Context: an optimization exercise on an open-source flow, tuned for small area, a short achievable clock period and few clock cycles. The choices shown serve that exercise and are no tape-out recipe.
In this exercise RTL edits were held to simulation tests only and were not proved equivalent to the original.
Power is estimated from default activity; no workload was simulated.

<file path="flow/flow/run.sh">
#!/bin/bash
set -euo pipefail
export SETUP_SLACK_MARGIN=8.5
bash standard.sh > standard_sh.log 2>&1
</file>
<file path="flow/config.mk">
export PLATFORM = sky130hd
export DESIGN_NAME = sprite_atlas_decoder
export DESIGN_NICKNAME = sprite_atlas_decoder
export VERILOG_FILES = /design/flow/design.v
export SDC_FILE = /design/flow/constraint.sdc
export NUM_CORES = 4
export LEC_CHECK = 0
export CAP_MARGIN = 20
export CORE_MARGIN = 2
export CORE_UTILIZATION = 40
export CTS_CLUSTER_DIAMETER = 80
export CTS_CLUSTER_SIZE = 25
export SLEW_MARGIN = 20
</file>
<file path="flow/standard.sh">
#!/bin/bash
# synth_recipe.tcl (not shown) runs the flow's synth.tcl, then flattens the netlist and writes it again
# the make line also repeats each setting of config.mk as NAME=value (left out here)
make -C /OpenROAD-flow-scripts/flow DESIGN_CONFIG=/design/flow/config.mk WORK_HOME=/design/flow/orfs CLKGATE_MAP_FILE= SYNTH_SCRIPT=/design/flow/synth_recipe.tcl "${@:-finish}"
</file>
<file path="flow/design.v">
module pack_color (
    input  wire [2:0]  r,
    input  wire [2:0]  g,
    input  wire [2:0]  b,
    output wire [15:0] color
);
    assign color = ((r | g | b) == 3'd0) ? 16'h0000
                  : (16'hE318 | {13'd0, g} | {8'd0, r, 5'd0} | {3'd0, b, 10'd0});
endmodule
module palette_color_table_lut (
    input  wire [3:0]  index,
    output reg  [15:0] color
);
    always @(*) begin
        case (index)
            4'd0:  color = 16'h0000;
            4'd1:  color = 16'hE338;
            4'd2:  color = 16'hE359;
            4'd3:  color = 16'hE379;
            4'd4:  color = 16'hE39A;
            4'd5:  color = 16'hE3BA;
            4'd6:  color = 16'hE3DB;
            4'd7:  color = 16'hE3FB;
            4'd8:  color = 16'hFF1C;
            4'd9:  color = 16'hFF3C;
            4'd10: color = 16'hFF5D;
            4'd11: color = 16'hFF7D;
            4'd12: color = 16'hFF9E;
            4'd13: color = 16'hFFBE;
            4'd14: color = 16'hFFDF;
            default: color = 16'hFFFF;
        endcase
    end
endmodule
module palette_override_mux (
    input  wire        clk,
    input  wire        rst_n,
    input  wire        set_en,
    input  wire [7:0]  set_from,
    input  wire [7:0]  set_to,
    input  wire        clr_en,
    input  wire [3:0]  pix,
    output wire [3:0]  eff,
    output wire [15:0] mask
);
    reg [15:0] ovr_v;
    reg [63:0] ovr_to;
    always @(posedge clk) begin
        if (!rst_n || clr_en)
            ovr_v <= 16'd0;
        else if (set_en && set_from[7:4] == 4'd0)
            ovr_v[set_from[3:0]] <= 1'b1;
    end
    always @(posedge clk) begin
        if (set_en && set_from[7:4] == 4'd0)
            ovr_to[4*set_from[3:0] +: 4] <= (set_to[7:4] == 4'd0) ? set_to[3:0] : 4'd0;
    end
    assign eff  = ovr_v[pix] ? ovr_to[4*pix +: 4] : pix;
    assign mask = ovr_v;
endmodule
module atlas_store (
    input  wire        clk,
    input  wire [3:0]  shift,       
    input  wire [15:0] quad,
    input  wire        copy,
    input  wire [5:0]  rd_quad,     
    output wire [15:0] rd_data
);
    reg [255:0] stg0, stg1, stg2, stg3;
    reg [1023:0] atl;
    always @(posedge clk) if (shift[0]) stg0 <= {quad, stg0[255:16]};
    always @(posedge clk) if (shift[1]) stg1 <= {quad, stg1[255:16]};
    always @(posedge clk) if (shift[2]) stg2 <= {quad, stg2[255:16]};
    always @(posedge clk) if (shift[3]) stg3 <= {quad, stg3[255:16]};
    always @(posedge clk)
        atl <= {copy ? {stg3[15:0], stg2[15:0], stg1[15:0], stg0[15:0]} : atl[63:0],
                atl[1023:64]};
    wire [15:0] q [0:63];
    genvar r;
    generate
        for (r = 0; r < 64; r = r + 1) begin : g_q
            assign q[r] = atl[16*r +: 16];
        end
    endgenerate
    assign rd_data = q[rd_quad];
endmodule
module sprite_atlas_decoder (
    input  wire        clk,
    input  wire        rst_n,
    input  wire        cmd_valid,
    output wire        cmd_ready,
    input  wire [31:0] cmd_data,
    output wire        rsp_valid,
    input  wire        rsp_ready,
    output wire [31:0] rsp_data,
    output wire        fill_valid,
    input  wire        fill_ready,
    output wire [31:0] fill_x,
    output wire [31:0] fill_y,
    output wire [15:0] fill_w,
    output wire [15:0] fill_h,
    output wire [15:0] fill_c
);
    localparam [2:0] ST_OK       = 3'd0;
    localparam [2:0] ST_LENGTH   = 3'd1;
    localparam [2:0] ST_HEX      = 3'd2;
    localparam [2:0] ST_RANGE    = 3'd3;
    localparam [2:0] ST_ILLEGAL  = 3'd4;
    localparam [2:0] ST_CAPACITY = 3'd5;
    localparam [3:0] E_IDLE = 4'd0;    
    localparam [3:0] E_L1   = 4'd1;    
    localparam [3:0] E_L2   = 4'd2;    
    localparam [3:0] E_LW   = 4'd6;    
    localparam [3:0] E_D1   = 4'd4;    
    localparam [3:0] E_D2   = 4'd7;    
    localparam [3:0] E_LCHK = 4'd8;    
    localparam [3:0] E_DRUN = 4'd9;    
    reg [3:0] st;
    reg [15:0] zoom_r, dispw_r, disph_r;
    reg [15:0] fz_r;                     
    reg [17:0] zoom3_r;                  
    reg [15:0] bw_r, bh_r;
    reg [2:0]  grid_r;                   
    reg [2:0]  status_r;
    reg        rsp_v, rsk_v;
    reg [18:0] rsp_d, rsk_d;             
    reg        push_rsp;
    reg [18:0] push_d;
    always @(posedge clk) begin
        if (!rst_n) begin
            rsp_v <= 1'b0;
            rsk_v <= 1'b0;
        end else if (rsp_v && !rsp_ready) begin
            if (push_rsp) begin
                rsk_v <= 1'b1;
                rsk_d <= push_d;
            end
        end else if (rsk_v) begin
            rsp_d <= rsk_d;
            rsk_v <= 1'b0;
        end else begin
            rsp_v <= push_rsp;
            if (push_rsp) rsp_d <= push_d;
        end
    end
    assign rsp_valid = rsp_v;
    assign rsp_data  = {rsp_d[18:3], 13'd0, rsp_d[2:0]};
    reg  [31:0] cw;
    reg         cw_v;
    reg         rdy_r;
    reg         copy_r;          
    wire        eng_take = !st[3] && !rsk_v && !(copy_r && st[2] && st[1]);
    wire        cmd_fire = cw_v && eng_take;       
    assign cmd_ready = rdy_r;
    wire [31:0] w = cw;
    wire        cw_v_n = (cmd_valid && rdy_r) || (cw_v && !cmd_fire);
    always @(posedge clk) begin
        if (!rst_n)
            cw_v <= 1'b0;
        else
            cw_v <= cw_v_n;
        if (cmd_valid && rdy_r)
            cw <= cmd_data;
    end
    wire is_pack   = (w & 32'hF8F8F8FF) == 32'h00000001;
    wire is_color  = (w & 32'hFF0000FF) == 32'h00000002;
    wire is_load   =  w                 == 32'h00000003;
    wire is_setovr = (w & 32'hFF0000FF) == 32'h00000004;
    wire is_clrovr =  w                 == 32'h00000005;
    wire is_draw   = (w & 32'hFC0000FF) == 32'h00000006;
    wire is_csrw   = (w & 32'h000000FF) == 32'h00000007;
    wire is_csrr   = (w & 32'hFFFF00FF) == 32'h00000008;
    wire [7:0] csr_num = w[15:8];
    wire [15:0] pack_out;
    pack_color u_pack (.r(w[10:8]), .g(w[18:16]), .b(w[26:24]), .color(pack_out));
    wire [15:0] cmd_ct;
    palette_color_table_lut u_ct_cmd (.index(w[11:8]), .color(cmd_ct));
    wire [15:0] color_out = (w[23:12] == 12'd0) ? cmd_ct : 16'h0000;
    wire idle_fire = (st == E_IDLE) && cmd_fire;
    wire [3:0]  pk_raw;
    wire [3:0]  pk_e;
    wire [15:0] ovr_mask;
    palette_override_mux u_ovr (
        .clk(clk), .rst_n(rst_n),
        .set_en(idle_fire && is_setovr), .set_from(w[15:8]), .set_to(w[23:16]),
        .clr_en(idle_fire && is_clrovr),
        .pix(pk_raw), .eff(pk_e), .mask(ovr_mask)
    );
    wire       s0_v;             
    wire [2:0] s0_nb;            
    reg        ld_lastw;         
    assign s0_v  = (st == E_LW) && cmd_fire;
    assign s0_nb = ld_lastw ? ld_left[2:0] : 3'd4;
    reg [15:0] ld_bw, ld_bh;
    reg [31:0] ld_left;          
    reg [31:0] ld_count;         
    reg        ld_bad;
    reg [1:0]  lo1;              
    reg [15:0] asm_q;            
    reg [14:0] m_hi, m_lo;
    reg [3:0]  m_cnt;
    wire       m_done = (m_cnt == 4'd0);
    wire [15:0] m_sum = {1'b0, m_hi} + (m_lo[0] ? {1'b0, ld_bw[14:0]} : 16'd0);
    reg [3:0]  c_dig, c_bad;
    reg [15:0] c_val;
    integer k;
    always @(*) begin
        for (k = 0; k < 4; k = k + 1) begin : cls
            reg [7:0] ch;
            reg vld, isd, isa, isw;
            ch  = w[8*k +: 8];
            vld = (k < s0_nb);
            isd = (ch[7:4] == 4'h3) && (ch[3:0] <= 4'd9);
            isa = ((ch[7:4] == 4'h4) || (ch[7:4] == 4'h6)) && (ch[3:0] >= 4'd1) && (ch[3:0] <= 4'd6);
            isw = (ch == 8'h20) || ((ch[7:3] == 5'b00001) && (ch[2:0] != 3'd0) && (ch[2:0] <= 3'd5))
                  || (ch == 8'h09);
            c_dig[k] = vld && (isd || isa);
            c_bad[k] = vld && !(isd || isa || isw);
            c_val[4*k +: 4] = isd ? ch[3:0] : (ch[3:0] + 4'd9);
        end
    end
    wire [1:0] bk0 = lo1;
    wire [1:0] bk1 = lo1 + {1'b0, c_dig[0]};
    wire [1:0] bk2 = lo1 + {1'b0, c_dig[0]} + {1'b0, c_dig[1]};
    wire [1:0] bk3 = lo1 + {1'b0, c_dig[0]} + {1'b0, c_dig[1]} + {1'b0, c_dig[2]};
    wire [2:0] c_nd = {2'b0, c_dig[0]} + {2'b0, c_dig[1]} + {2'b0, c_dig[2]} + {2'b0, c_dig[3]};
    reg [3:0]  s1_we_n;
    reg [15:0] s1_d_n;
    integer b;
    always @(*) begin
        s1_we_n = 4'd0;
        s1_d_n  = 16'd0;
        for (b = 0; b < 4; b = b + 1) begin
            if (c_dig[0] && bk0 == b) begin s1_we_n[b] = 1'b1; s1_d_n[4*b +: 4] = c_val[3:0];   end
            if (c_dig[1] && bk1 == b) begin s1_we_n[b] = 1'b1; s1_d_n[4*b +: 4] = c_val[7:4];   end
            if (c_dig[2] && bk2 == b) begin s1_we_n[b] = 1'b1; s1_d_n[4*b +: 4] = c_val[11:8];  end
            if (c_dig[3] && bk3 == b) begin s1_we_n[b] = 1'b1; s1_d_n[4*b +: 4] = c_val[15:12]; end
        end
    end
    reg        s1_v;
    reg [3:0]  s1_we;
    reg [1:0]  s1_lo;
    reg [15:0] s1_d;
    reg [2:0]  s1_nd;
    reg        s1_bad;
    reg [3:0]  copy_cnt;
    reg [1:0]  qc1;              
    reg [3:0]  s1_sh;            
    reg [5:0]  base;             
    reg [5:0]  nbase;            
    wire [31:0] cnt_next = ld_count + {29'd0, s1_nd};
    wire        s1_qd_n = ({1'b0, lo1} + c_nd) >= 3'd4;
    wire [15:0] q_out;
    genvar gb;
    generate
        for (gb = 0; gb < 4; gb = gb + 1) begin : g_qo
            assign q_out[4*gb +: 4] = (gb < s1_lo) ? asm_q[4*gb +: 4] : s1_d[4*gb +: 4];
        end
    endgenerate
    wire [29:0] m_prod   = {m_hi, m_lo};
    wire        ld_neg   = ld_bw[15] || ld_bh[15];
    wire        ld_eq    = (ld_count[5:0] == 6'd0) && (m_prod[29:26] == 4'd0) &&
                           (m_prod[25:0] == ld_count[31:6]);
    wire        ld_over  = (ld_count[31:9] != 23'd0) || (ld_count[8] && ld_count[7:0] != 8'd0);
    wire [2:0]  ld_status = ld_bad ? ST_HEX :
                            (ld_neg || !ld_eq) ? ST_LENGTH :
                            ld_over ? ST_CAPACITY : ST_OK;
    wire        ld_fin   = (st == E_LCHK) && !s1_v && m_done && !rsk_v;
    atlas_store u_atlas (
        .clk(clk),
        .shift(s1_sh | {4{copy_r}}), .quad(q_out),
        .copy(copy_r),
        .rd_quad(qa), .rd_data(atl_q)
    );
    reg [2:0]  dr_wc, dr_hc;     
    reg        dr_fx, dr_fy;
    reg [3:0]  okn;              
    reg        d_empty;          
    reg [22:0] x0;
    reg [22:0] y0;               
    function [17:0] mulz;
        input [2:0] m;
        case (m)
            3'd1:    mulz = {2'b0, fz_r};
            3'd2:    mulz = {1'b0, fz_r, 1'b0};
            3'd3:    mulz = zoom3_r;
            default: mulz = {fz_r, 2'b0};
        endcase
    endfunction
    wire [2:0] bws  = bw_r[2:0];
    wire [2:0] bhs  = bh_r[2:0];
    function [3:0] colrow;       
        input [1:0] n;
        case (bws)
            3'd1:    colrow = {2'd0, n};
            3'd2:    colrow = {1'b0, n[0], 1'b0, n[1]};
            3'd3:    colrow = (n == 2'd3) ? {2'd0, 2'd1} : {n, 2'd0};
            default: colrow = {n, 2'd0};
        endcase
    endfunction
    reg [3:0] okn_n;
    integer nn;
    always @(*) begin
        for (nn = 0; nn < 4; nn = nn + 1) begin : okc
            reg [3:0] cr;
            cr = colrow(nn);
            okn_n[nn] = (nn < grid_r) &&
                        ({1'b0, w[15:8]}  + {7'd0, cr[3:2]} <= {6'd0, bws}) &&
                        ({1'b0, w[23:16]} + {7'd0, cr[1:0]} <= {6'd0, bhs});
        end
    end
    wire [1:0] n2    = w[1:0];
    wire       d_err = (w[31:2] != 30'd0) || !okn[n2];
    wire [3:0] cr_n = colrow(n2);
    wire [1:0] d_rb = n2 - cr_n[3:2];
    wire [5:0] qa0  = {d_rb, 4'd0} + {3'd0, cr_n[3:2], 1'b0} + base - 6'd4;    
    reg [5:0] qa;
    reg [2:0] fq;                
    reg [4:0] fj;                
    reg       f_more;
    wire [2:0] q_last = {dr_wc[1:0] - 2'd1, 1'b1};      
    wire [4:0] j_last = {dr_hc[1:0] - 2'd1, 3'b111};    
    wire [5:0] q_skip = {2'b0, bws, 1'b0} - {2'b0, dr_wc[2:0], 1'b0} + 6'd1;
    reg [15:0] cur_raw;
    reg [3:0]  cur_rem;
    reg [22:0] cur_xb;
    reg [23:0] cur_y;            
    reg        fv;
    reg [24:0] fx_r;             
    reg [23:0] fy_r;
    reg [15:0] fc_r;
    wire adv = !fv || fill_ready;
    reg [3:0] st_n;
    always @(*) begin
        st_n = st;
        case (st)
        E_IDLE: if (cmd_fire) begin
            if (is_load)      st_n = E_L1;
            else if (is_draw) st_n = E_D1;
        end
        E_L1:   if (cmd_fire) st_n = E_L2;
        E_L2:   if (cmd_fire) st_n = (w == 32'd0) ? E_LCHK : E_LW;
        E_LW:   if (cmd_fire && ld_lastw) st_n = E_LCHK;
        E_LCHK: if (ld_fin) st_n = E_IDLE;
        E_D1:   if (cmd_fire) st_n = E_D2;
        E_D2:   if (cmd_fire) st_n = (d_err || d_empty) ? E_IDLE : E_DRUN;
        E_DRUN: if (d_fin) st_n = E_IDLE;
        default: st_n = E_IDLE;
        endcase
    end
    wire rsk_v_n  = rsp_v && !rsp_ready && (rsk_v || push_rsp);
    wire copy_r_n = (ld_fin && ld_status == ST_OK) || (copy_r && copy_cnt != 4'd0);
    always @(posedge clk) begin
        if (!rst_n)
            rdy_r <= 1'b1;
        else
            rdy_r <= !cw_v_n || (!st_n[3] && !rsk_v_n && !(copy_r_n && st_n[2] && st_n[1]));
    end
    wire [3:0] pk_oh   = cur_rem & (~cur_rem + 4'd1);
    wire       pk_has  = (cur_rem != 4'd0);
    wire [3:0] rem_aft = cur_rem & ~pk_oh;
    wire       cur_take = (rem_aft == 4'd0);
    wire [1:0] pk_k = pk_oh[1] ? 2'd1 : pk_oh[2] ? 2'd2 : pk_oh[3] ? 2'd3 : 2'd0;
    reg [17:0] pk_kz;
    always @(*) begin
        case (pk_k)
            2'd0: pk_kz = 18'd0;
            2'd1: pk_kz = {2'b0, fz_r};
            2'd2: pk_kz = {1'b0, fz_r, 1'b0};
            default: pk_kz = zoom3_r;
        endcase
    end
    wire [25:0] pk_xs = {{2{cur_xb[22]}}, cur_xb, 1'b1} + {{7'd0, pk_kz} ^ {25{dr_fx}}, dr_fx};
    wire [24:0] pk_x  = pk_xs[25:1];
    assign pk_raw = cur_raw[4*pk_k +: 4];
    wire [15:0] pk_c;
    palette_color_table_lut u_ct_pix (.index(pk_e), .color(pk_c));
    wire [3:0]  rd_opq = {atl_q[15:12] != 4'd0, atl_q[11:8] != 4'd0,
                          atl_q[7:4] != 4'd0, atl_q[3:0] != 4'd0} | {4{ovr_mask[0]}};
    wire        f_rs    = (fq == 3'd0);
    wire        f_first = f_rs && (fj == 5'd0);
    wire [23:0] xb_s    = {cur_xb, 1'b1} + {{5'd0, fz_r, 2'd0} ^ {23{dr_fx}}, dr_fx};
    wire [22:0] xb_step = xb_s[23:1];
    wire [23:0] y0x     = {y0[22], y0};
    wire [23:0] y_base  = f_first ? y0x : cur_y;
    wire [24:0] y_s     = {y_base, 1'b1} + {{8'd0, fz_r} ^ {24{dr_fy}}, dr_fy};
    wire [23:0] y_step  = y_s[24:1];
    wire d_busy = f_more || pk_has;
    wire d_fin  = (st == E_DRUN) && !d_busy && adv && !rsk_v;
    wire [15:0] atl_q;
    always @(posedge clk) begin
        if (!rst_n) begin
            fv      <= 1'b0;
            cur_rem <= 4'd0;
            f_more  <= 1'b0;
        end else begin
            if (adv) begin
                fv <= pk_has;
                if (pk_has) begin
                    fx_r <= pk_x;
                    fy_r <= cur_y;
                    fc_r <= pk_c;
                end
                if (cur_take) begin
                    if (f_more) begin
                        cur_rem <= rd_opq;
                        cur_raw <= atl_q;
                        cur_xb  <= f_rs ? x0 : xb_step;
                        cur_y   <= (f_first && !dr_fy) ? y0x : (f_rs ? y_step : cur_y);
                        if (fq == q_last) begin
                            fq <= 3'd0;
                            fj <= fj + 5'd1;
                            if (fj == j_last) f_more <= 1'b0;
                        end else begin
                            fq <= fq + 3'd1;
                        end
                    end else begin
                        cur_rem <= 4'd0;
                    end
                end else begin
                    cur_rem <= rem_aft;
                end
            end
            qa <= qa - 6'd4 + ((adv && cur_take && f_more) ?
                               ((fq == q_last) ? q_skip : 6'd1) : 6'd0);
            if ((st == E_D2) && cmd_fire && !d_err && !d_empty) begin
                f_more <= 1'b1;
                qa     <= qa0;
                fq     <= 3'd0;
                fj     <= 5'd0;
            end
        end
    end
    assign fill_valid = fv;
    assign fill_x = {{5{fx_r[24]}}, {4{fx_r[23]}}, fx_r[22:0]};
    assign fill_y = {{5{fy_r[23]}}, {4{fy_r[22]}}, fy_r[21], fy_r[21:0]};
    assign fill_w = fz_r;
    assign fill_h = fz_r;
    assign fill_c = fc_r;
    always @(*) begin
        push_rsp = 1'b0;
        push_d   = {16'd0, ST_OK};
        if (idle_fire) begin
            push_rsp = !is_load && !is_draw;
            if (is_pack)       push_d = {pack_out, ST_OK};
            else if (is_color) push_d = {color_out, ST_OK};
            else if (is_setovr || is_clrovr) push_d = {16'd0, ST_OK};
            else if (is_csrw)  push_d = {16'd0, (csr_num <= 8'd2) ? ST_OK : ST_ILLEGAL};
            else if (is_csrr) begin
                case (csr_num)
                8'd0: push_d = {zoom_r,  ST_OK};
                8'd1: push_d = {dispw_r, ST_OK};
                8'd2: push_d = {disph_r, ST_OK};
                8'd3: push_d = {bw_r,    ST_OK};
                8'd4: push_d = {bh_r,    ST_OK};
                8'd5: push_d = {8'd0, 5'd0, status_r, ST_OK};
                8'd6: push_d = {ovr_mask, ST_OK};
                default: push_d = {16'd0, ST_ILLEGAL};
                endcase
            end else           push_d = {16'd0, ST_ILLEGAL};
        end else if ((st == E_D2) && cmd_fire) begin
            push_rsp = d_err || d_empty;
            push_d   = {16'd0, d_err ? ST_RANGE : ST_OK};
        end else if (ld_fin) begin
            push_rsp = 1'b1;
            push_d   = {16'd0, ld_status};
        end else if (d_fin) begin
            push_rsp = 1'b1;
            push_d   = {16'd0, ST_OK};
        end
    end
    always @(posedge clk) begin
        zoom3_r <= {2'b0, zoom_r} + {1'b0, zoom_r, 1'b0};
        if (!rst_n) begin
            st       <= E_IDLE;
            zoom_r   <= 16'd5;
            dispw_r  <= 16'd240;
            disph_r  <= 16'd135;
            bw_r     <= 16'd0;
            bh_r     <= 16'd0;
            grid_r   <= 3'd0;
            status_r <= ST_OK;
            s1_v     <= 1'b0;
            s1_sh    <= 4'd0;
            copy_r   <= 1'b0;
            m_cnt    <= 4'd0;
        end else begin
            st <= st_n;
            if (push_rsp) status_r <= push_d[2:0];
            base <= base - 6'd4;
            if (copy_r) begin
                copy_cnt <= copy_cnt - 4'd1;
                if (copy_cnt == 4'd0) begin
                    copy_r <= 1'b0;
                    base   <= nbase;
                end
            end
            if (!m_done) begin
                m_hi  <= m_sum[15:1];
                m_lo  <= {m_sum[0], m_lo[14:1]};
                m_cnt <= m_cnt - 4'd1;
            end
            s1_v  <= s0_v;
            s1_sh <= (s0_v && s1_qd_n) ? (4'd1 << qc1) : 4'd0;
            if (s0_v) begin
                s1_we  <= s1_we_n;
                s1_lo  <= lo1;
                s1_d   <= s1_d_n;
                s1_nd  <= c_nd;
                s1_bad <= |c_bad;
                lo1    <= lo1 + c_nd[1:0];
                qc1    <= qc1 + {1'b0, s1_qd_n};
            end
            if (s1_v) begin
                ld_count <= cnt_next;
                ld_bad   <= ld_bad | s1_bad;
                if (s1_we[0]) asm_q[3:0]   <= s1_d[3:0];
                if (s1_we[1]) asm_q[7:4]   <= s1_d[7:4];
                if (s1_we[2]) asm_q[11:8]  <= s1_d[11:8];
                if (s1_we[3]) asm_q[15:12] <= s1_d[15:12];
            end
            case (st)
            E_IDLE: if (cmd_fire) begin
                if (is_draw) begin
                    fz_r    <= zoom_r;
                    dr_wc   <= w[10:8];
                    dr_hc   <= w[18:16];
                    okn     <= okn_n;
                    d_empty <= (w[15:8] == 8'd0) || (w[23:16] == 8'd0);
                    dr_fx   <= w[24];
                    dr_fy   <= w[25];
                end else if (is_csrw) begin
                    if (csr_num == 8'd0) zoom_r  <= w[31:16];
                    if (csr_num == 8'd1) dispw_r <= w[31:16];
                    if (csr_num == 8'd2) disph_r <= w[31:16];
                end
            end
            E_L1: if (cmd_fire) begin
                ld_bw <= w[15:0];
                ld_bh <= w[31:16];
                m_hi  <= 15'd0;
                m_lo  <= w[30:16];
                m_cnt <= 4'd15;
            end
            E_L2: if (cmd_fire) begin
                ld_left  <= w;
                ld_lastw <= (w[31:3] == 29'd0) && (w[2:0] <= 3'd4);
                ld_count <= 32'd0;
                lo1      <= 2'd0;
                qc1      <= 2'd0;
                ld_bad   <= 1'b0;
            end
            E_LW: if (cmd_fire) begin
                ld_left  <= ld_left - 32'd4;
                ld_lastw <= (ld_left[31:4] == 28'd0) && (ld_left[3:0] <= 4'd8);
            end
            E_LCHK: if (ld_fin) begin
                if (ld_status == ST_OK) begin
                    copy_r   <= 1'b1;
                    copy_cnt <= 4'd15;
                    nbase    <= 6'd0 - ld_count[7:2];
                    bw_r     <= ld_bw;
                    bh_r     <= ld_bh;
                    grid_r   <= ld_count[8:6];
                end
            end
            E_D1: begin
                if (cmd_fire) begin
                    x0    <= {{7{w[15]}}, w[15:0]} + (dr_fx ? {2'b0, mulz(dr_wc[2:0]), 3'd0} : 23'd0);
                    y0    <= {{7{w[31]}}, w[31:16]} + (dr_fy ? {2'b0, mulz(dr_hc[2:0]), 3'd0} : 23'd0);
                end
            end
            default: ;
            endcase
        end
    end
endmodule
</file>
<file path="flow/constraint.sdc">
create_clock -name core_clock -period 12.0 [get_ports {clk}]
set_input_delay 2.4000 -clock core_clock [delete_from_list [all_inputs] [get_ports {clk}]]
set_output_delay 2.4000 -clock core_clock [all_outputs]
set_load 0.01 [all_outputs]
</file>
==> summary.md, run 1 <==
| Metric | Value |
|---|---|
| Highest clock frequency the design can meet | 246.4 MHz |
| Overall routed net length | 284.3 mm |
| Number of enable-type register cells in the synthesized netlist | 1549 |
| Type of the worst setup path | in -> reg |
| Most common cell after layout, fill and taps aside | sky130_fd_sc_hd__edfxtp_1 |
| Async set-reset flop share out of synthesis | 0% |
| PwrDens | 145.8 mW/mm2 |
| Antenna violation net count after detailed routing | 0 |
| Via count of the first global-routing pass | 59010 |
| Dominant register cell in the synthesized netlist | sky130_fd_sc_hd__edfxtp_1 |
| Rows | 181 |
| Core region area | 0.2437 mm2 |
| Final worst clock skew | 0.06114 ns |
| Initial standard-cell utilization of the core | 40.31% |
| Layout overhead on the synthesized area | 15.86% |
| Last weighted congestion value of the routability-driven placer | 0.9119 |
| Actual transition at the worst max-transition pin | 1.061 ns |
| H-tree lvl count | 4 |
| Count of hold buffers inserted by post-cts repair | 0 |
| Post-route DRC violation count | 0 |
| Die X-Extent | 499.6 um |
| Cells taking the most area after synthesis | sky130_fd_sc_hd__edfxtp_1 (47%), sky130_fd_sc_hd__dfxtp_1 (24%), sky130_fd_sc_hd__a22oi_1 (4.0%), sky130_fd_sc_hd__ha_1 (3.0%), sky130_fd_sc_hd__nand2_1 (2.1%) |
| Time the worst path needs with I/O delays and setup | 4.058 ns |
| Vias | 61370 |
| Area of all placed cells without fillers | 0.1138 mm2 |
| Drt wl/cell | 26.26 um |
| Layout Nets | 7821 |
| Period utilisation layout | 33.82% |
| Maximum fanout along the worst path | 3 |
| CTS sink count | 2722 |
| Count of input and output buffers | 170 |
| Normalized max-slew margin | 28.76% |
| Reported leakage power | 40.44 nW |
| Number of max-slew violations in the final report | 0 |
| Max_cap viols | 0 |
| Number of optimization iterations in the first detailed-route pass | 10 |
| Number of design-rule violations left by the first detailed-router iteration | 7729 |
| Result of the run | timing/DRC/antenna clean |
| Cell area after synthesis | 0.09823 mm2 |
| Sequential fraction of the synthesis area | 71.26% |
| Largest buffer count on any clock path | 3 |
| Global-route usage over all layers | 21.91% |
| Number of warnings issued by yosys | 4 |
| Total clock buffers created by CTS | 145 |
| Filler Cells Inserted | 21330 |
| Commonest non-fill, non-tap cells in the layout | sky130_fd_sc_hd__edfxtp_1 (1549), sky130_fd_sc_hd__dfxtp_1 (1163), sky130_fd_sc_hd__nand2_1 (547), sky130_fd_sc_hd__a22oi_1 (519), sky130_fd_sc_hd__buf_4 (367) |
| Crit start category | input port |
| Final Setup Violations | 0 |
| Placed inst area | 0.1043 mm2 |
| IR drop worst, VDD | 0.1329 mV |
| Number of register bits inferred by synthesis | 2722 |
| Drt via density | 5.669 |
| Post-Route Setup TNS | 0 ns |
| RSZ-0062 raised after global routing | true |
| Wire length of the first global-routing pass | 405.0 mm |
| Distinct cell type count of the synthesized netlist | 109 |
| Pin count of the biggest net entering global routing | 175 |
| Worst hold-check slack | 0.3295 ns |
| Initial antenna violation count | 15 |
| PnR Total Power | 16.59 mW |
| Final HPWL from detailed placement | 180.0 mm |
| Insertion delay to the later sink of the worst-skew pair | 0.85 ns |
| Arrival time worst endpoint | 4.66 ns |
| Post-Syn Instances | 7041 |
| Residual overflow from global routing | 0 |
| Worst hold path type | reg -> reg |
| Clock transition at the registers of the reported paths | 0.10 ns |
| Capturing element type of the critical path | flip-flop |
| Avg Cell Area, Syn | 13.95 um2 |
| Yosys top cell area share | 47.35% |
| Most area-hungry cell type in the Yosys netlist | sky130_fd_sc_hd__edfxtp_1 |
| Io pins | 184 |
| Final hold viol count | 0 |
| Clock root buffer | sky130_fd_sc_hd__clkbuf_16 |
| Die H | 499.6 um |
| Die area | 0.2496 mm2 |
| Proportion of layout cells with a drive suffix above 1 | 18.21% |
| Worst path required time | 12.60 ns |
| CTS tree | yes |
## critical path, stage by stage
cell and delay (ns):
sky130_fd_sc_hd__buf_8 0.09, sky130_fd_sc_hd__nand2b_4 0.16, sky130_fd_sc_hd__o21ai_4 0.07, sky130_fd_sc_hd__or2_4 0.27, sky130_fd_sc_hd__nor3_4 0.12, sky130_fd_sc_hd__ha_1 0.27
sky130_fd_sc_hd__ha_2 0.21, sky130_fd_sc_hd__fa_2 0.35, sky130_fd_sc_hd__a21o_1 0.18, sky130_fd_sc_hd__a21oi_2 0.15, sky130_fd_sc_hd__xnor2_1 0.15, sky130_fd_sc_hd__xnor2_1 0.15
sky130_fd_sc_hd__a21oi_1 0.09
## per-stage QoR
stage,utilization (%),instances,setup WS [ns]
2_1_floorplan,-,7053,7.357
3_3_place_gp,42.78,10240,6.357
3_5_place_dp,42.79,10240,6.394
4_1_cts,45.79,10700,7.924
5_1_grt,46.70,10820,7.899
6_report,46.71,10830,7.942
## registers in the layout, summed over array words and instances, names as in the netlist, 19 cells and up
register	cells
ld_left	32
y0	23
cw	32
u_ovr.ovr_to	64
rsp_d	19
rsk_d	19
u_atlas.stg2	256
u_atlas.stg1	256
u_atlas.stg0	256
u_atlas.stg3	256
cur_xb	23
ld_count	32
x0	23
fx_r	25
fy_r	24
cur_y	24
u_atlas.atl	1024
## final cells by class
cell class | instances | area [um2] | area share (%)
flip-flops and latches | 2722 | 70030 | 61.53
repair buffers | 667 | 6095 | 5.355
multi-input cells | 3853 | 28430 | 24.98
repair inverters | 3 | 22.52 | 0.01979
diodes | 3 | 7.507 | 0.006596
clock inverters | 54 | 724.4 | 0.6365
inverters | 144 | 638.1 | 0.5607
well taps | 3202 | 4006 | 3.520
clock buffers | 178 | 3857 | 3.389
## cell families after synthesis
group                    count (synthesis)  share of synthesized area, %
XOR/XNOR                               306                         2.728
flip-flops                            2722                         71.26
multiplexers                           232                         2.595
AND/OR/NAND/NOR                       1594                         7.715
buffers and inverters                  483                         2.179
adder cells (fa/ha/maj)                249                         3.268
other                                    1                      0.003818
AO/OA/AOI/OAI                         1454                         10.25
## repair_timing
action,4_1_cts,5_1_grt
gates cloned,10,6
setup endpoints to repair,1108,643
buffers inserted,215,122
pin swaps,115,140
gates resized for setup,869,271
## worst paths after layout
path,from,to,slack [ns],depth (start not counted)
worst max-delay path,fill_ready,qa[5],7.94,13
worst min-delay path,u_atlas.atl[796],u_atlas.atl[732],0.33,0
worst max register to register,fj[1],cur_y[17],8.12,18
worst min register to register,u_atlas.atl[796],u_atlas.atl[732],0.33,0
## per-layer routing
| metal | part of all wire, % | global-route usage [%] | up-vias |
|---|---|---|---|
| met5 | 0.0042 | 0 | - |
| met4 | 4.1 | 8.212 | 2 |
| met3 | 8.9 | 4.312 | 597 |
| met2 | 44 | 32.77 | 2902 |
| met1 | 43 | 31.47 | 30660 |
| li1 | - | - | 27210 |
## synth_stat cells, drive strengths merged (43+ instances only)
library cell and number:
a21o 72, a21oi 249, a222oi 43, a22oi 519, a31oi 70, and3 48
buf 120, clkbuf 219, dfxtp 1173, edfxtp 1549, ha 235, inv 143
mux2 129, mux2i 99, nand2 562, nand3 95, nand4 121, nor2 398
nor3 100, nor4 51, o21ai 223, xnor2 163, xor2 143
## where the power goes
| part | total, mW | switching (mW) | leakage, nW | internal [mW] |
|---|---|---|---|---|
| clock network | 5.51 | 3.10 | 2.21 | 2.40 |
| registers | 9.98 | 0.0953 | 23.5 | 9.89 |
| logic | 1.10 | 0.679 | 14.7 | 0.422 |
Testbench counts, summed over its fixed seeds: cycles 19,116.
==> inputs of run 2 (changes only) <==
--- a/flow/config.mk
+++ b/flow/config.mk
@@ -7,7 +7,8 @@
 export LEC_CHECK = 0
 export CAP_MARGIN = 20
 export CORE_MARGIN = 2
-export CORE_UTILIZATION = 40
+export CORE_UTILIZATION = 50
 export CTS_CLUSTER_DIAMETER = 80
 export CTS_CLUSTER_SIZE = 25
 export SLEW_MARGIN = 20
+export TNS_END_PERCENT = 10
==> run 2 against run 1 <==
Critical endpoint unchanged. Clock skew decreased by 0.015 ns. Register-to-register slack got worse by 0.07 ns. Via count down 2.5%. Synthesized cell count unchanged. Combinational power is 4% lower. Sequential share of layout area increased by 1.6 points.
==> summary.md, run 2 <==
| Metric | Value |
|---|---|
| CTS tree | yes |
| Period utilisation layout | 33.84% (about the same) |
| Commonest non-fill, non-tap cells in the layout | sky130_fd_sc_hd__edfxtp_1 (1549), sky130_fd_sc_hd__dfxtp_1 (1165), sky130_fd_sc_hd__nand2_1 (551), sky130_fd_sc_hd__a22oi_1 (519), sky130_fd_sc_hd__nor2_1 (354) |
| Initial antenna violation count | 15 (unchanged) |
| Time the worst path needs with I/O delays and setup | 4.061 ns (+0.002890 ns) |
| Wl on met1 | 121.4 mm (-1.3%) |
| Overall routed net length | 275.5 mm (-3.1%) |
| End-of-flow core utilization | 56.87% (+10 points) |
| Crit start category | input port |
| RSZ-0062 raised after global routing | true |
| Die area | 0.2000 mm2 (-20%) |
| Post-route DRC violation count | 0 (unchanged) |
| Sequential fraction of the synthesis area | 71.26% (unchanged) |
| H-tree lvl count | 4 (unchanged) |
| Async set-reset flop share out of synthesis | 0% (unchanged) |
| Number of enable-type register cells in the synthesized netlist | 1549 (unchanged) |
| Initial standard-cell utilization of the core | 50.38% (+10 points) |
| Final Setup Violations | 0 (unchanged) |
| Core region area | 0.1950 mm2 (-20%) |
| Die X-Extent | 447.2 um (-10%) |
| Residual overflow from global routing | 0 (unchanged) |
| Maximum fanout along the worst path | 3 (unchanged) |
| PwrDens | 148.4 mW/mm2 (+1.8%) |
| Type of the worst setup path | in -> reg |
| Last weighted congestion value of the routability-driven placer | 0.9117 (about the same) |
| Post-Route Setup TNS | 0 ns (unchanged) |
| Worst hold path type | reg -> reg |
| Topmost layer with routed signal wires | met5 |
| Most common cell after layout, fill and taps aside | sky130_fd_sc_hd__edfxtp_1 |
| Wire length of the first global-routing pass | 391.9 mm (-3.2%) |
| Count of input and output buffers | 170 (unchanged) |
| Distinct cell type count of the synthesized netlist | 109 (unchanged) |
| Dominant register cell in the synthesized netlist | sky130_fd_sc_hd__edfxtp_1 |
| Capturing element type of the critical path | flip-flop |
| Via count of the first global-routing pass | 57250 (-3.0%) |
| Final hold viol count | 0 (unchanged) |
| Avg Cell Area, Syn | 13.95 um2 (unchanged) |
| Count of hold buffers inserted by post-cts repair | 0 (unchanged) |
| Vias | 59840 (-2.5%) |
| Clock root buffer | sky130_fd_sc_hd__clkbuf_16 |
| Top-count cell post-synth | sky130_fd_sc_hd__edfxtp_1 |
| Insertion delay to the later sink of the worst-skew pair | 0.85 ns (about the same) |
| Highest clock frequency the design can meet | 246.2 MHz (about the same) |
| Final HPWL from detailed placement | 172.2 mm (-4.3%) |
| Pin count of the biggest net entering global routing | 177 (+1.1%) |
| Arrival time worst endpoint | 4.63 ns (-0.03 ns) |
| Layout Nets | 7710 (-1.4%) |
| Number of max-slew violations in the final report | 0 (unchanged) |
| Final worst clock skew | 0.04577 ns (-0.01537 ns) |
| Antenna violation net count after detailed routing | 0 (unchanged) |
| Flip-flop count of the largest register after layout | 1024 (unchanged) |
| Wire length on met2 | 117.3 mm (-5.5%) |
| Rows | 162 (-10%) |
| Proportion of layout cells with a drive suffix above 1 | 14.44% (-3.8 points) |
| IR drop worst, VDD | 0.1596 mV (+20%) |
| Number of optimization iterations in the first detailed-route pass | 9 (-1) |
| CTS sink count | 2722 (unchanged) |
| Reported leakage power | 39.61 nW (-2.0%) |
| Yosys top cell area share | 47.35% (unchanged) |
| Layout overhead on the synthesized area | 12.89% |
| Worst path required time | 12.57 ns (-0.03 ns) |
| Max_cap viols | 0 (unchanged) |
| Cell area after synthesis | 0.09823 mm2 (unchanged) |
| Filler Cells Inserted | 15720 (-26%) |
| Normalized max-slew margin | 20.18% (-8.6 points) |
| Io pins | 184 (unchanged) |
| Die H | 447.2 um (-10%) |
| Number of design-rule violations left by the first detailed-router iteration | 6989 (-9.6%) |
| Global-route usage over all layers | 26.78% (+4.9 points) |
| Register containing the most flip-flops in the final layout | u_atlas.atl |
| Number of warnings issued by yosys | 4 (unchanged) |
| Largest buffer count on any clock path | 3 (unchanged) |
| Actual transition at the worst max-transition pin | 1.197 ns (+0.1368 ns) |
| Drt via density | 5.914 (+4.3%) |
| Total clock buffers created by CTS | 142 (-2.1%) |
| Number of register bits inferred by synthesis | 2722 (unchanged) |
| Drt wl/cell | 27.23 um (+3.7%) |
| Post-Syn Instances | 7041 (unchanged) |
| Most area-hungry cell type in the Yosys netlist | sky130_fd_sc_hd__edfxtp_1 |
| Cells taking the most area after synthesis | sky130_fd_sc_hd__edfxtp_1 (47%), sky130_fd_sc_hd__dfxtp_1 (24%), sky130_fd_sc_hd__a22oi_1 (4.0%), sky130_fd_sc_hd__ha_1 (3.0%), sky130_fd_sc_hd__nand2_1 (2.1%) |
| Commonest cells in the netlist | sky130_fd_sc_hd__edfxtp_1 (1549), sky130_fd_sc_hd__dfxtp_1 (1173), sky130_fd_sc_hd__nand2_1 (560) |
| Result of the run | timing/DRC/antenna clean |
| Total length of routed met3 wires | 24.03 mm (-5.3%) |
| Clock transition at the registers of the reported paths | 0.10 ns (about the same) |
==> run 2: cell count changes in the layout (fill, tap and decap cells not counted), moves of 21 or more <==
cell	before	now
sky130_fd_sc_hd__dlygate4sd2_1	0	82
sky130_fd_sc_hd__buf_12	44	22
sky130_fd_sc_hd__buf_2	86	29
sky130_fd_sc_hd__buf_4	367	322
sky130_fd_sc_hd__nor2_1	330	354
sky130_fd_sc_hd__buf_6	117	53
sky130_fd_sc_hd__nor2_4	37	16
==> run 2: area by class of cell <==
cell class,instances,area [um2],share of cell area [%]
clock inverter,42,618.1,0.5574
sequential,2722,70020,63.14
inverter,144,563.0,0.5078
clock buffer,169,3792,3.420
tap,2624,3283,2.961
timing repair buffer,564,4913,4.431
antenna,3,7.507,0.006770
multi-input combinational,3851,27690,24.97
==> run 2: critical path: stages <==
cell	delay (ns)
sky130_fd_sc_hd__buf_8	0.09
sky130_fd_sc_hd__nand2b_4	0.15
sky130_fd_sc_hd__o21ai_4	0.07
sky130_fd_sc_hd__or2_4	0.26
sky130_fd_sc_hd__buf_6	0.13
sky130_fd_sc_hd__nor2_4	0.10
sky130_fd_sc_hd__nand2_2	0.09
sky130_fd_sc_hd__ha_4	0.28
sky130_fd_sc_hd__inv_4	0.03
sky130_fd_sc_hd__fa_2	0.33
sky130_fd_sc_hd__a21o_1	0.17
sky130_fd_sc_hd__a21oi_2	0.17
sky130_fd_sc_hd__xnor2_2	0.14
sky130_fd_sc_hd__xnor2_1	0.14
sky130_fd_sc_hd__a21oi_1	0.08
==> run 2: where the power goes <==
part           internal, mW  switching, mW  leakage, nW
logic                 0.392          0.668         14.0
registers              9.89         0.0939         23.5
clock network          2.37           3.04         2.15
==> run 2: logic make-up (layout without fill, tap and decap cells) <==
family / count (synthesis) / after routing / share of synthesized area, %
xor gates and xnor gates: 306 / 306 / 2.728
muxes: 232 / 233 / 2.595
AOI/OAI and AO/OA: 1454 / 1454 / 10.25
and+or+nand+nor: 1594 / 1596 / 7.715
other: 1 / 16 / 0.003818
buffers and inverters: 483 / 919 / 2.179
adders and majority gates: 249 / 249 / 3.268
DFF: 2722 / 2722 / 71.26
==> run 2: worst paths after layout <==
kind | from | end | slack, ns | depth (start not counted)
setup / recovery | fill_ready | qa[5] | 7.94 | 15
hold / removal | u_atlas.atl[808] | u_atlas.atl[744] | 0.33 | 0
setup reg to reg | cw[13] | rsp_d[2] | 8.05 | 9
hold reg to reg | u_atlas.atl[808] | u_atlas.atl[744] | 0.33 | 0
==> run 2: through the flow <==
| stage | hold WS, ns | instance area (um2) | cells | total power [mW] | worst slack [ns] |
|---|---|---|---|---|---|
| 2_1_floorplan | 0.3308 | 98400 | 7053 | 10.80 | 7.338 |
| 3_3_place_gp | 0.3323 | 103000 | 9670 | 11.13 | 6.443 |
| 3_5_place_dp | 0.3355 | 103100 | 9670 | 11.15 | 6.422 |
| 4_1_cts | 0.3304 | 109600 | 10040 | 16.51 | 7.946 |
| 5_1_grt | 0.3324 | 110900 | 10120 | 16.98 | 7.915 |
| 6_report | 0.3315 | 110900 | 10120 | 16.45 | 7.939 |
==> run 2: timing repair <==
action	CTS	global route
gates resized for setup	517	177
setup endpoints to repair	775	768
pin swaps	102	52
gates cloned	4	5
buffers inserted	158	67
==> run 2: per-layer routing <==
metal	up-vias	track usage (%)
li1	26930	-
met1	29590	39.53
met2	2719	38.79
met3	599	4.847
met4	4	11.47
met5	-	0
==> inputs of run 3 (changes only) <==
--- a/flow/design.v
+++ b/flow/design.v
@@ -360,6 +360,8 @@
     wire       pk_has  = (cur_rem != 4'd0);
     wire [3:0] rem_aft = cur_rem & ~pk_oh;
     wire       cur_take = (rem_aft == 4'd0);
+    wire [5:0] qa_m4    = qa - 6'd4;
+    wire [5:0] qa_nx    = qa_m4 + ((fq == q_last) ? q_skip : 6'd1);
     wire [1:0] pk_k = pk_oh[1] ? 2'd1 : pk_oh[2] ? 2'd2 : pk_oh[3] ? 2'd3 : 2'd0;
     reg [17:0] pk_kz;
     always @(*) begin
@@ -421,8 +423,7 @@
                     cur_rem <= rem_aft;
                 end
             end
-            qa <= qa - 6'd4 + ((adv && cur_take && f_more) ?
-                               ((fq == q_last) ? q_skip : 6'd1) : 6'd0);
+            qa <= (adv && cur_take && f_more) ? qa_nx : qa_m4;
             if ((st == E_D2) && cmd_fire && !d_err && !d_empty) begin
                 f_more <= 1'b1;
                 qa     <= qa0;
==> run 3 against run 2 <==
Power barely moved. Global-route usage is 0.43 points lower. Cell count fell by 0.17%. Non-clock buffer count is 39 lower. Synthesized area increased by 0.16%. Maximum frequency grew 1.6%. Sequential power barely moved. Clock skew decreased by 0.0018 ns. Clock power increased by 0.9%.
==> summary.md, run 3 <==
| Metric | Value |
|---|---|
| Overall routed net length | 269.7 mm (-2.1%) |
| Most common cell after layout, fill and taps aside | sky130_fd_sc_hd__edfxtp_1 |
| Flip-flop count of the largest register after layout | 1024 (unchanged) |
| Crit start category | flip-flop |
| Maximum fanout along the worst path | 2 (-1) |
| Number of design-rule violations left by the first detailed-router iteration | 7525 (+7.7%) |
| Die X-Extent | 447.6 um (about the same) |
| Residual overflow from global routing | 0 (unchanged) |
| Number of warnings issued by yosys | 4 (unchanged) |
| Proportion of layout cells with a drive suffix above 1 | 13.75% (-0.69 points) |
| Drt wl/cell | 26.69 um (-2.0%) |
| Drt via density | 5.958 (+0.74%) |
| Share of synthesized area spent on multiplexers | 2.786% (+0.19 points) |
| Avg Cell Area, Syn | 13.93 um2 (-0.15%) |
| Basic-gate share of the synthesized area counting and, or, nand and nor cells | 7.608% (-0.11 points) |
| Period utilisation layout | 33.30% (-0.55 points) |
| Initial antenna violation count | 11 (-4) |
| Delay of the slowest cell on the worst path | 0.40 ns (+0.07 ns) |
| Count of input and output buffers | 170 (unchanged) |
| Switching power of the nets | 3.721 mW (-2.1%) |
| IR drop worst, VDD | 0.1604 mV (+0.48%) |
| CTS sink count | 2722 (unchanged) |
| Number of enable-type register cells in the synthesized netlist | 1549 (unchanged) |
| Type of the worst setup path | reg -> out |
| Antenna violation net count after detailed routing | 0 (unchanged) |
| Combinational Power Share | 5.9% (-0.5 points) |
| Post-Route Setup TNS | 0 ns (unchanged) |
| Wire length of the first global-routing pass | 388.1 mm (-0.97%) |
| Switching power as a share of total power | 22.63% (-0.48 points) |
| Capturing element type of the critical path | output pin |
| Cell area after synthesis | 0.09839 mm2 (+0.16%) |
| Global-route usage over all layers | 26.35% (-0.43 points) |
| Reported leakage power | 39.90 nW (+0.72%) |
| Number of max-slew violations in the final report | 0 (unchanged) |
| Die H | 447.6 um (about the same) |
| PnR Total Power | 16.44 mW (about the same) |
| Top-count cell post-synth | sky130_fd_sc_hd__edfxtp_1 |
| Max_cap viols | 0 (unchanged) |
| Time the worst path needs with I/O delays and setup | 3.996 ns (-0.06548 ns) |
| Vias | 60180 (+0.57%) |
| Clock transition at the registers of the reported paths | 0.10 ns (about the same) |
| Dominant combinational cell family by area after synthesis | compound AO/OA/AOI/OAI gates |
| Adder-cell share of the synthesized area | 3.263% (-0.0053 points) |
| Die area | 0.2003 mm2 (+0.16%) |
| Core region area | 0.1952 mm2 (+0.10%) |
| CTS tree | yes |
| Layout overhead on the synthesized area | 13.16% |
| Commonest non-fill, non-tap cells in the layout | sky130_fd_sc_hd__edfxtp_1 (1549), sky130_fd_sc_hd__dfxtp_1 (1164), sky130_fd_sc_hd__nand2_1 (522), sky130_fd_sc_hd__a22oi_1 (509), sky130_fd_sc_hd__nor2_1 (374) |
| Arrival time worst endpoint | 1.60 ns (-3.03 ns) |
| Async set-reset flop share out of synthesis | 0% (unchanged) |
| Rows | 162 (unchanged) |
| PwrDens | 147.7 mW/mm2 (-0.47%) |
| Largest buffer count on any clock path | 3 (unchanged) |
| Number of optimization iterations in the first detailed-route pass | 11 (+2) |
| Pin count of the biggest net entering global routing | 160 (-9.6%) |
| Last weighted congestion value of the routability-driven placer | 0.9314 (+2.2%) |
| Layout Nets | 7684 (-0.34%) |
| Count of hold buffers inserted by post-cts repair | 0 (unchanged) |
| Compound-gate portion of the synthesized area | 10.34% (+0.086 points) |
| Worst Setup SP | fz_r[9] |
| Worst hold path type | reg -> reg |
| RSZ-0062 raised after global routing | true |
| H-tree lvl count | 4 (unchanged) |
| Via count of the first global-routing pass | 57560 (+0.55%) |
| Highest clock frequency the design can meet | 250.3 MHz (+1.6%) |
| Distinct cell type count of the synthesized netlist | 93 (-15%) |
| Master of the slowest instance on the critical path | sky130_fd_sc_hd__edfxtp_1 |
| Normalized max-slew margin | 28.61% (+8.4 points) |
| Critical register-to-register path startpoint | fz_r[9] |
| Most area-hungry cell type in the Yosys netlist | sky130_fd_sc_hd__edfxtp_1 |
| Register containing the most flip-flops in the final layout | u_atlas.atl |
| Worst path required time | 9.60 ns (-2.97 ns) |
| Actual transition at the worst max-transition pin | 1.061 ns (-0.1362 ns) |
| Result of the run | timing/DRC/antenna clean |
| Yosys top cell area share | 47.28% (-0.077 points) |
| Sequential fraction of the synthesis area | 71.14% (-0.12 points) |
| Cells taking the most area after synthesis | sky130_fd_sc_hd__edfxtp_1 (47%), sky130_fd_sc_hd__dfxtp_1 (24%), sky130_fd_sc_hd__a22oi_1 (3.9%), sky130_fd_sc_hd__ha_1 (3.0%), sky130_fd_sc_hd__nand2_1 (2.0%) |
| Top cell family by delay on the critical path | flip-flops |
| Synthesized-area fraction occupied by xor and xnor cells | 2.697% (-0.031 points) |
| Final hold viol count | 0 (unchanged) |
| Placed cell count | 9669 (-0.010%) |
| Insertion delay to the later sink of the worst-skew pair | 0.83 ns (-0.02 ns) |
| Post-route DRC violation count | 0 (unchanged) |
| Io pins | 184 (unchanged) |
| Final worst clock skew | 0.04398 ns (-0.001786 ns) |
| Dominant register cell in the synthesized netlist | sky130_fd_sc_hd__edfxtp_1 |
| Internal | 12.72 mW (+0.56%) |
| Critical Path, Cell by Cell | buf_4 -> clkdlybuf4s15_2 |
| Proportion of power drawn by the clock network | 33.2% (+0.3 points) |
| Number of register bits inferred by synthesis | 2722 (unchanged) |
| Clock root buffer | sky130_fd_sc_hd__clkbuf_16 |
| Final Setup Violations | 0 (unchanged) |
| Post-Syn Instances | 7063 (+0.31%) |
| Hold Crit Start | u_atlas.atl[830] |
| Initial standard-cell utilization of the core | 50.41% (about the same) |
| Final HPWL from detailed placement | 168.4 mm (-2.2%) |
| Worst path bufs/invs | 2 (-1) |
| Total clock buffers created by CTS | 146 (+2.8%) |
| Commonest cells in the netlist | sky130_fd_sc_hd__edfxtp_1 (1549), sky130_fd_sc_hd__dfxtp_1 (1173), sky130_fd_sc_hd__nand2_1 (531) |
| Finished Layout Cells | 10100 (-0.17%) |
| Part of the power in registers | 60.9% (+0.2 points) |
==> run 3: cell families after synthesis <==
logic type                 count (synthesis)
DFF                                     2722
adders and majority gates                249
other                                      1
and+or+nand+nor                         1590
xor gates and xnor gates                 303
muxes                                    250
AOI/OAI and AO/OA                       1456
buffers and inverters                    492
==> run 3: per-stage QoR <==
stage / hold WS (ns) / instance area, um2 / util, % / worst slack (ns)
2_1_floorplan: 0.3231 / 98560 / - / 7.428
3_3_place_gp: 0.3317 / 103100 / 52.84 / 6.365
3_5_place_dp: 0.3346 / 103100 / 52.84 / 6.297
4_1_cts: 0.3477 / 110700 / 56.72 / 7.953
5_1_grt: 0.3469 / 111300 / 57.04 / 7.941
6_report: 0.3472 / 111300 / 57.04 / 8.004
==> run 3: repair_timing <==
| action | in CTS | in global routing |
|---|---|---|
| gates resized for setup | 662 | 76 |
| setup endpoints to repair | 1069 | 948 |
| setup buffers | 167 | 30 |
| gates cloned | 5 | 4 |
| pin swaps | 119 | 46 |
==> run 3: power by group through the flow <==
stage | logic [mW] | registers (mW) | clock network [mW]
after floorplan | 0.623 | 10.2 | 0
after global placement | 0.860 | 10.2 | 0
after detailed placement | 0.878 | 10.2 | 0
after CTS | 0.934 | 10.0 | 5.58
after global routing | 1.06 | 10.0 | 5.91
final | 0.976 | 10.0 | 5.46
==> run 3: per-layer routing <==
layer / wire [um] / vias up / global-route usage (%) / part of all wire (%)
met4: 12190 / 10 / 10.84 / 4.5
met1: 115900 / 29780 / 38.30 / 43
met5: 68 / - / 0 / 0.025
li1: - / 26970 / - / -
met3: 26510 / 655 / 5.731 / 9.8
met2: 115000 / 2772 / 38.31 / 43
==> run 3: worst paths after layout <==
| kind | slack, ns | end | cells after the start |
|---|---|---|---|
| worst max register to register | 8.08 | fx_r[22] | 15 |
| worst min register to register | 0.35 | u_atlas.atl[766] | 0 |
| worst min-delay path | 0.35 | u_atlas.atl[766] | 0 |
| worst max-delay path | 8.00 | fill_h[9] | 2 |
==> run 3: final cells by class <==
| cell class | instances | area [um2] |
|---|---|---|
| inverters | 139 | 558.0 |
| clock inverters | 45 | 576.8 |
| diodes | 2 | 5.005 |
| repair buffers | 525 | 4733 |
| flip-flops and latches | 2722 | 70030 |
| clock buffers | 180 | 3940 |
| multi-input cells | 3865 | 28210 |
| fillers | 15630 | 83860 |
| well taps | 2624 | 3283 |
Testbench counts of run 3, summed over its fixed seeds: cycles 19,116.
==> inputs of run 4 (changes only) <==
--- a/flow/config.mk
+++ b/flow/config.mk
@@ -7,8 +7,8 @@
 export LEC_CHECK = 0
 export CAP_MARGIN = 20
 export CORE_MARGIN = 2
-export CORE_UTILIZATION = 50
+export CORE_UTILIZATION = 60
 export CTS_CLUSTER_DIAMETER = 80
 export CTS_CLUSTER_SIZE = 25
 export SLEW_MARGIN = 20
-export TNS_END_PERCENT = 10
+export TNS_END_PERCENT = 5
==> run 4 against run 3 <==
Via count is 0.10% higher. Clock power is 2% lower. Sequential share of layout area is 0.51 points higher. Cell area is 0.81% lower. Register-to-register slack worse by 0.04 ns. Die area is 17% lower. Still clean. Clock skew is 0.0070 ns higher. Core utilization is 11 points higher.
==> summary.md, run 4 <==
| Metric | Value |
|---|---|
| Result of the run | timing/DRC/antenna clean |
| Commonest non-fill, non-tap cells in the layout | sky130_fd_sc_hd__edfxtp_1 (1549), sky130_fd_sc_hd__dfxtp_1 (1164), sky130_fd_sc_hd__nand2_1 (521), sky130_fd_sc_hd__a22oi_1 (508), sky130_fd_sc_hd__nor2_1 (369) |
| Die area | 0.1672 mm2 (-17%) |
| Post-route DRC violation count | 0 (unchanged) |
| Worst hold path type | reg -> reg |
| Proportion of power drawn by the clock network | 32.7% (-0.5 points) |
| Antenna violation net count after detailed routing | 0 (unchanged) |
| Number of max-slew violations in the final report | 0 (unchanged) |
| CTS tree | yes |
| Internal | 12.59 mW (-1.1%) |
| Share of synthesized area spent on multiplexers | 2.786% (unchanged) |
| Reported leakage power | 39.76 nW (-0.35%) |
| Number of design-rule violations left by the first detailed-router iteration | 8657 (+15%) |
| Via count of the first global-routing pass | 56670 (-1.5%) |
| Number of optimization iterations in the first detailed-route pass | 12 (+1) |
| Actual transition at the worst max-transition pin | 1.122 ns (+0.06072 ns) |
| Io pins | 184 (unchanged) |
| Number of register bits inferred by synthesis | 2722 (unchanged) |
| Filler Cells Inserted | 11510 (-26%) |
| Overall routed net length | 265.5 mm (-1.5%) |
| Combinational Power Share | 5.9% (about the same) |
| Core region area | 0.1628 mm2 (-17%) |
| Rows | 148 (-8.6%) |
| Residual overflow from global routing | 0 (unchanged) |
| Master of the slowest instance on the critical path | sky130_fd_sc_hd__edfxtp_1 |
| Cell area after synthesis | 0.09839 mm2 (unchanged) |
| Insertion delay to the later sink of the worst-skew pair | 0.82 ns (about the same) |
| Switching power of the nets | 3.752 mW (+0.83%) |
| Vias | 60240 (+0.10%) |
| CTS sink count | 2722 (unchanged) |
| Compound-gate portion of the synthesized area | 10.34% (unchanged) |
| Number of warnings issued by yosys | 4 (unchanged) |
| Highest clock frequency the design can meet | 248.5 MHz (-0.73%) |
| Flip-flop count of the largest register after layout | 1024 (unchanged) |
| Wire length of the first global-routing pass | 378.7 mm (-2.4%) |
| Dominant register cell in the synthesized netlist | sky130_fd_sc_hd__edfxtp_1 |
| Sequential fraction of the synthesis area | 71.14% (unchanged) |
| Post-Route Setup TNS | 0 ns (unchanged) |
| Final hold viol count | 0 (unchanged) |
| Switching power as a share of total power | 22.97% (+0.33 points) |
| RSZ-0062 raised after global routing | true |
| Adder-cell share of the synthesized area | 3.263% (unchanged) |
| Part of the power in registers | 61.4% (+0.5 points) |
| Die X-Extent | 408.9 um (-8.6%) |
| Avg Cell Area, Syn | 13.93 um2 (unchanged) |
| Register containing the most flip-flops in the final layout | u_atlas.atl |
| Critical Path, Cell by Cell | buf_8 -> clkdlybuf4s15_1 |
| Drt wl/cell | 27.55 um (+3.2%) |
| Setup slack of the critical path after layout | 7.975 ns (-0.02929 ns) |
| Combined area of the multi-input logic cells | 0.02808 mm2 (-0.45%) |
| Initial antenna violation count | 12 (+1) |
| Layout overhead on the synthesized area | 12.24% |
| Drt via density | 6.252 (+4.9%) |
| Final Setup Violations | 0 (unchanged) |
| Register cell area after layout | 0.07002 mm2 (about the same) |
| Placed cell count | 9210 (-4.7%) |
| Distinct cell type count of the synthesized netlist | 93 (unchanged) |
| Most common cell after layout, fill and taps aside | sky130_fd_sc_hd__edfxtp_1 |
| Post-Syn Instances | 7063 (unchanged) |
| Initial standard-cell utilization of the core | 60.45% (+10 points) |
| Basic-gate share of the synthesized area counting and, or, nand and nor cells | 7.608% (unchanged) |
| Last weighted congestion value of the routability-driven placer | 0.9492 (+1.9%) |
| Worst hold-check slack | 0.3415 ns (-0.005707 ns) |
| Worst path required time | 9.60 ns (about the same) |
| Period utilisation layout | 33.54% (+0.24 points) |
| IR drop worst, VDD | 0.2234 mV (+39%) |
| Total clock buffers created by CTS | 141 (-3.4%) |
| H-tree lvl count | 4 (unchanged) |
| Yosys top cell area share | 47.28% (unchanged) |
| Cells taking the most area after synthesis | sky130_fd_sc_hd__edfxtp_1 (47%), sky130_fd_sc_hd__dfxtp_1 (24%), sky130_fd_sc_hd__a22oi_1 (3.9%), sky130_fd_sc_hd__ha_1 (3.0%), sky130_fd_sc_hd__nand2_1 (2.0%) |
| Arrival time worst endpoint | 1.62 ns (+0.02 ns) |
| Die H | 408.9 um (-8.6%) |
| Count of hold buffers inserted by post-cts repair | 0 (unchanged) |
| Type of the worst setup path | reg -> out |
| Global-route usage over all layers | 30.63% (+4.3 points) |
| Largest buffer count on any clock path | 3 (unchanged) |
| Async set-reset flop share out of synthesis | 0% (unchanged) |
| Placed inst area | 0.1025 mm2 (-0.60%) |
| Clock root buffer | sky130_fd_sc_hd__clkbuf_16 |
| PwrDens | 147.9 mW/mm2 (+0.18%) |
| Top cell family by delay on the critical path | flip-flops |
| Synthesized-area fraction occupied by xor and xnor cells | 2.697% (unchanged) |
| Normalized max-slew margin | 25.03% (-3.6 points) |
| Hold Crit Start | u_atlas.atl[551] |
| Most area-hungry cell type in the Yosys netlist | sky130_fd_sc_hd__edfxtp_1 |
| Capturing element type of the critical path | output pin |
| Clock transition at the registers of the reported paths | 0.10 ns (about the same) |
| Pin count of the biggest net entering global routing | 177 (+11%) |
| Proportion of layout cells with a drive suffix above 1 | 13.01% (-0.74 points) |
| Critical register-to-register path startpoint | dr_wc[0] |
| Time the worst path needs with I/O delays and setup | 4.025 ns (+0.02929 ns) |
| Layout Nets | 7668 (-0.21%) |
| Top-count cell post-synth | sky130_fd_sc_hd__edfxtp_1 |
| Dominant combinational cell family by area after synthesis | compound AO/OA/AOI/OAI gates |
| Delay of the slowest cell on the worst path | 0.45 ns (+0.05 ns) |
| Count of input and output buffers | 170 (unchanged) |
| Maximum fanout along the worst path | 3 (+1) |
| Worst path bufs/invs | 2 (unchanged) |
| Number of enable-type register cells in the synthesized netlist | 1549 (unchanged) |
| Max_cap viols | 0 (unchanged) |
| Crit start category | flip-flop |
| Finished Layout Cells | 9636 (-4.6%) |
| Worst Setup SP | fz_r[8] |
| Area of all placed cells without fillers | 0.1104 mm2 (-0.81%) |
| Worst slack at placement | 6.246 ns (-0.05147 ns) |
| Final HPWL from detailed placement | 164.9 mm (-2.1%) |
| Commonest cells in the netlist | sky130_fd_sc_hd__edfxtp_1 (1549), sky130_fd_sc_hd__dfxtp_1 (1173), sky130_fd_sc_hd__nand2_1 (531) |
| Final worst clock skew | 0.05097 ns (+0.006989 ns) |
run 4: worst paths after layout:
| path | to | slack, ns | cells after the start |
|---|---|---|---|
| max reg2reg | x0[21] | 8.04 | 18 |
| min | u_atlas.atl[487] | 0.34 | 0 |
| min reg2reg | u_atlas.atl[487] | 0.34 | 0 |
| max | fill_w[8] | 7.98 | 2 |
run 4: stage by stage:
step	util [%]	total power [mW]
floorplan	-	10.81
finish	67.84	16.34
global placement	62.99	11.10
CTS	66.63	16.37
global route	67.83	16.82
detailed placement	62.99	11.12
run 4: final cells by class:
class / count / share of cell area, %
antenna: 7 / 0.01586
clock buffer: 169 / 3.329
clock inverter: 45 / 0.6368
inverter: 139 / 0.4951
multi-input combinational: 3863 / 25.43
sequential: 2722 / 63.41
tap: 2175 / 2.464
timing repair buffer: 516 / 4.219
run 4: cell families after synthesis:
logic type | count (synthesis)
flip-flops | 2722
XOR/XNOR | 303
buffers and inverters | 492
AND/OR/NAND/NOR | 1590
other | 1
AO/OA/AOI/OAI | 1456
multiplexers | 250
adder cells (fa/ha/maj) | 249
run 4: what timing repair did:
action,4_1_cts,5_1_grt
gates resized for setup,372,258
endpoints found under the setup margin,752,700
cloned,3,4
pin swaps,54,107
setup buffers,103,94
run 4: metal layers:
metal | routed length [um] | GRT usage, % | share of wire (%)
met2 | 112400 | 44.21 | 42
met1 | 112100 | 45.46 | 42
met5 | 234 | 0 | 0.088
met4 | 12350 | 12.01 | 4.7
met3 | 28360 | 6.593 | 11
run 4: power by group through the flow:
| stage | logic [mW] | clock network (mW) | registers, mW |
|---|---|---|---|
| after floorplan | 0.623 | 0 | 10.2 |
| after global placement | 0.862 | 0 | 10.2 |
| after detailed placement | 0.879 | 0 | 10.2 |
| after CTS | 0.913 | 5.43 | 10.0 |
| after global routing | 1.05 | 5.74 | 10.0 |
| final | 0.972 | 5.34 | 10.0 |

==> port drivers added, routing unchanged <==
No port has a modelled driver above. Below, the same layouts with a new extraction and two added sets of constraints.
Step 1: set_driving_cell puts a clkbuf_16 on clk and a buf_2 on each other input, an assumption about the parent block.
Step 2, shift: input delay + t, output delay - t, t = (earliest + latest rising clock arrival at the registers) / 2. This alone moves slack from input paths to output paths.
Slacks: no drivers / after step 1 / after step 2; pairs: no drivers / after step 1.
run	shift t [ns]	slack for setup (ns)	cell pins on the clock port's net
run 1	0.914	7.942 / 7.910 / 7.062	1
run 2	0.903	7.939 / 7.904 / 7.054	1
run 3	0.893	8.004 / 7.928 / 7.405	1
run 4	0.877	7.975 / 7.895 / 7.539	1
After both steps every run listed still meets setup and hold. The setup slack of run 2, which loses most, moves by -0.035 ns with the drivers and by -0.885 ns with both steps.
